This is an optimization exercise on Yosys and OpenROAD, whose aim is small area, a short achievable clock period and few clock cycles per item, not a production implementation.
RTL that was checked went through simulation tests only; none was proved equivalent to the original.
No activity file was given, so power comes from the tool's default toggle rates.

## lfp16_mcu
module lfp16_mcu (
    input  wire        clk,
    input  wire        rst,         
    input  wire        cmd_valid,
    output wire        cmd_ready,
    input  wire [63:0] cmd,
    output reg         rsp_valid,
    input  wire        rsp_ready,
    output wire [63:0] rsp
);
    reg [3:0] cfg_f;
    reg       cfg_rmode;    
    wire [7:0]  op = cmd[63:56];
    wire [14:0] ma = cmd[14:0];
    wire [14:0] mb = cmd[46:32];
    wire        sa = cmd[15];
    wire        sb = cmd[47];
    wire [31:0] x  = cmd[31:0];
    wire z_rsv = ~|cmd[55:48];
    wire z_b   = ~|cmd[47:32];
    wire z_ahi = ~|cmd[31:16];
    wire mz_a  = ~|ma;
    wire mz_b  = ~|mb;
    wire a_zero = mz_a & ~sa;
    wire a_nar  = mz_a & sa;
    wire b_zero = z_b;
    wire b_nar  = mz_b & sb;
    wire ok_n   = z_rsv & z_b & z_ahi & a_zero;
    wire ok_u16 = z_rsv & z_b & z_ahi;
    wire ok_u32 = z_rsv & z_b;
  ...
For scale: ~520 cells after synthesis, about 130 I/O pins, ~3700 um2 of cells after synthesis.
Settings: LEC_CHECK=0, CAP_MARGIN=20, CORE_MARGIN=2, CORE_UTILIZATION=40, SETUP_SLACK_MARGIN=2.0, SLEW_MARGIN=20; clock period 6.0 ns.
standard.sh (not shown) runs the stock make flow with config.mk's settings and CLKGATE_MAP_FILE= SYNTH_SCRIPT=/design/flow/synth_recipe.tcl, a recipe that flattens the netlist after the stock synthesis.
==> flow/flow/run.sh <==
#!/bin/bash
# Own flow: the standard layout (standard.sh), except
#  - synthesis (flow/mysynth.tcl) maps with flow/abc.script; the registers
#    are those of the standard synthesis;
#  - every port still gets its buffer, but a plain sky130 buf_1 instead of
#    the delay cell buffer_ports picks by default;
#  - flow/opts.sh may set further options (see there).
# Each tool's output goes to a log file here (synth.log, layout.log).
set -euo pipefail
W=$(pwd)
export MY_ABC_SCRIPT="$W/flow/abc.script"
export MY_ABC_D=
export BUFFER_PORTS_ARGS="-buffer_cell sky130_fd_sc_hd__buf_1"
if [[ -f "$W/flow/opts.sh" ]]; then source "$W/flow/opts.sh"; fi
make -C "$FLOW_HOME" DESIGN_CONFIG="$W/config.mk" WORK_HOME="$W/orfs" CLKGATE_MAP_FILE= \
  SYNTH_SCRIPT="$W/flow/mysynth.tcl" synth > "$W/synth.log" 2>&1
bash standard.sh finish > "$W/layout.log" 2>&1
==> flow/flow/abc.script <==
strash
dc2
dch -f
map -D 1200
topo
buffer -p
upsize -D 1200
dnsize -D 1200
stime -p
==> flow/flow/mysynth.tcl <==
# The standard synthesis (synth_recipe.tcl), with only the ABC mapping call
# replaced: flow/abc.script (MY_ABC_SCRIPT) instead of the ORFS speed script,
# and, when MY_NO_FA is set, no extraction of full/half adder cells.
proc synth {args} { yosys synth -nofsm -noshare {*}$args }
proc abc {args} {
  set out {}
  set skip 0
  foreach a $args {
    if {$skip} { set skip 0; continue }
    if {$a eq "-script" || $a eq "-D"} { set skip 1; continue }
    lappend out $a
  }
  if {[info exists ::env(MY_ABC_SCRIPT)] && $::env(MY_ABC_SCRIPT) ne ""} {
    lappend out -script $::env(MY_ABC_SCRIPT)
  }
  if {[info exists ::env(MY_ABC_D)] && $::env(MY_ABC_D) ne ""} {
    lappend out -D $::env(MY_ABC_D)
  }
  puts "abc call: $out"
  yosys abc {*}$out
}
if {[info exists ::env(MY_NO_FA)] && $::env(MY_NO_FA) ne ""} { set ::env(ADDER_MAP_FILE) "" }
source $::env(SCRIPTS_DIR)/synth.tcl
# left out here: clear keep_hierarchy, flatten, clean up, hide names made inside functions, write 1_2_yosys.v
==> flow/flow/opts.sh <==
# keep the single tie cell synthesis makes for the constant outputs
export SKIP_REPAIR_TIE_FANOUT=1
==> next run, changes <==
--- a/flow/design.v
+++ b/flow/design.v
@@ -132,28 +132,17 @@
             r_k      <= k_n;
             r_s15    <= s15_n;
             r_x11    <= x11_n & cmp_ok;
             r_x10    <= x10_n & cmp_ok;
             r_x0     <= x0_n & cmp_ok;
             r_fc     <= notice ? 3'd5 : fault;
         end
     end
-    wire [7:0] t_hi;
-    genvar gi;
-    generate
-        for (gi = 0; gi < 8; gi = gi + 1) begin : g_inc
-            if (gi == 0) begin : g0
-                assign t_hi[gi] = r_hi[gi] ^ r_lo[8];
-            end else begin : gn
-                assign t_hi[gi] = r_hi[gi] ^ (r_lo[8] & (&r_hi[gi-1:0]));
-            end
-        end
-    endgenerate
-    wire [15:0] r_t = {t_hi, r_lo[7:0]};
+    wire [15:0] r_t = {r_hi + {7'd0, r_lo[8]}, r_lo[7:0]};
     wire z_hi = r_lo[8] ? (&r_hi[5:0]) : ~|r_hi[5:0];
     wire over  = r_t[15] & r_t[14];
     wire under = ~r_t[15] & ~r_t[14];
     wire z13_1 = z_hi & ~|r_lo[7:1];
     wire [14:0] m_cl;
     assign m_cl[14]   = r_t[15];
     assign m_cl[13:1] = (r_t[13:1] | {13{over}}) & {13{~under}};
     assign m_cl[0]    = r_t[0] | over | under | (~r_t[15] & z13_1);
What happened: Power came out lower by 3.5%; cell area came out lower by 3.9%; critical path depth came out higher by 3; clock skew came out higher by 0.0038 ns; wire length came out lower by 5.6%.
Function was not checked in any run of this note: the RTL went through the layout flow alone.

* * *

before:
Another version of the RTL of lfp16_mcu (not shown whole).
Size in the first run: roughly 510 cells after synthesis, roughly 31 flip-flops, ~3600 sq um of cells after synthesis.
export LEC_CHECK = 0
export CAP_MARGIN = 20
export CORE_MARGIN = 2
export CORE_UTILIZATION = 40
export SETUP_SLACK_MARGIN = 2.0
export SLEW_MARGIN = 20
create_clock -name core_clock -period 6.0 [get_ports {clk}]
==> flow/flow/abc.script <==
strash
dc2
dch -f
map -D 1500
topo
buffer -p
upsize -D 1500
dnsize -D 1500
stime -p
Scripts as last shown in full above: flow/flow/run.sh, flow/flow/mysynth.tcl, flow/flow/opts.sh
The flow did not stop early for before: all stages ran, and the layout cleared the timing, DRC and antenna checks.
Testbench counts of before, summed over its fixed seeds: cycles 24,008, items 24,000.
For after, these inputs were changed with respect to before:
--- a/flow/design.v
+++ b/flow/design.v
@@ -41,18 +41,18 @@
     wire is_sqr    = hi1 & (lo == 4'h2);
     wire is_sqrt   = hi1 & (lo == 4'h3);
     wire is_inv    = hi1 & (lo == 4'h4);
     wire is_neg    = hi1 & (lo == 4'h5);
     wire is_cmp    = hi2 & (lo <= 4'h4);
     wire illegal = ~(((is_mul | is_div | is_cmp) & ok_b16) |
                      ((is_sqr | is_sqrt | is_inv | is_neg) & ok_u16) |
                      (is_getcfg & ok_n) | ((is_setf | is_setr) & ok_u32));
-    wire f_fmt  = ~z_ahi | (|x[15:4]) | (x[3:0] < 4'd7) | (x[3:0] > 4'd11);
-    wire f_rnd  = ~z_ahi | (|x[15:1]);
+    wire f_fmt  = (x[3:0] < 4'd7) | (x[3:0] > 4'd11) | (|x[15:4]);
+    wire f_rnd  = |x[15:1];
     wire f_neg  = sa & ~mz_a;
     wire [2:0] fault = illegal ? 3'd4 :
                        (is_sqrt & f_neg) ? 3'd3 :
                        (is_setr & f_rnd) ? 3'd2 :
                        (is_setf & f_fmt) ? 3'd1 : 3'd0;
     wire notice  = is_setf & ~illegal & ~f_fmt;
     wire set_r   = is_setr & ~illegal & ~f_rnd;
     wire q_inv  = op[5] | op[2] | op[0];
==> summary.txt <==
Looking at the reports, after completed the entire flow and the layout it produced met the timing, DRC and antenna checks. after vs. before: area of the mapped netlist now sits lower, cell area now sits lower, relative area change from synthesis to final layout now sits lower, met3 capacity usage during global routing now sits higher, total net switching power now sits lower. Worst setup slack: after vs before down 0.068 ns.
No functional check of the RTL was part of after.

what the ideal ports hide:
The results above use ideal ports. As a check the final layouts listed here were re-extracted and re-timed, cells and wires unchanged.
Step 1 (the two cells are an assumption about what drives the block):
set clk [get_ports {clk}]
set_driving_cell -lib_cell sky130_fd_sc_hd__clkbuf_16 $clk
set_driving_cell -lib_cell sky130_fd_sc_hd__buf_2 [delete_from_list [all_inputs] $clk]
Step 2 times the ports against the registers' clock, not the clock port: input delays grow and output delays shrink by t, the midpoint of the rising clock arrivals with the driver on.
Three values: ideal ports, drivers, drivers and shift; two values: the first two.
run | t (ns) | slack for setup (ns) | worst hold slack (ns) | worst setup path after step 2 | slew at the worst register clock pin (ns)
the first run of note 1 | 0.309 | 2.268 / 2.258 / 1.949 | 0.493 / 0.493 / 0.493 | input to register | 0.07 / 0.07
the second run of note 1 | 0.314 | 2.259 / 2.259 / 1.954 | 0.490 / 0.490 / 0.490 | input to register | 0.07 / 0.07
before | 0.309 | 2.290 / 2.261 / 1.984 | 0.495 / 0.495 / 0.495 | input to register | 0.07 / 0.07
after | 0.309 | 2.222 / 2.223 / 1.913 | 0.481 / 0.481 / 0.481 | input to register | 0.07 / 0.07
After both steps setup and hold are still met in every run listed. The setup slack of the first run of note 1, which loses most, moves by -0.010 ns with the drivers and by -0.319 ns with both steps.
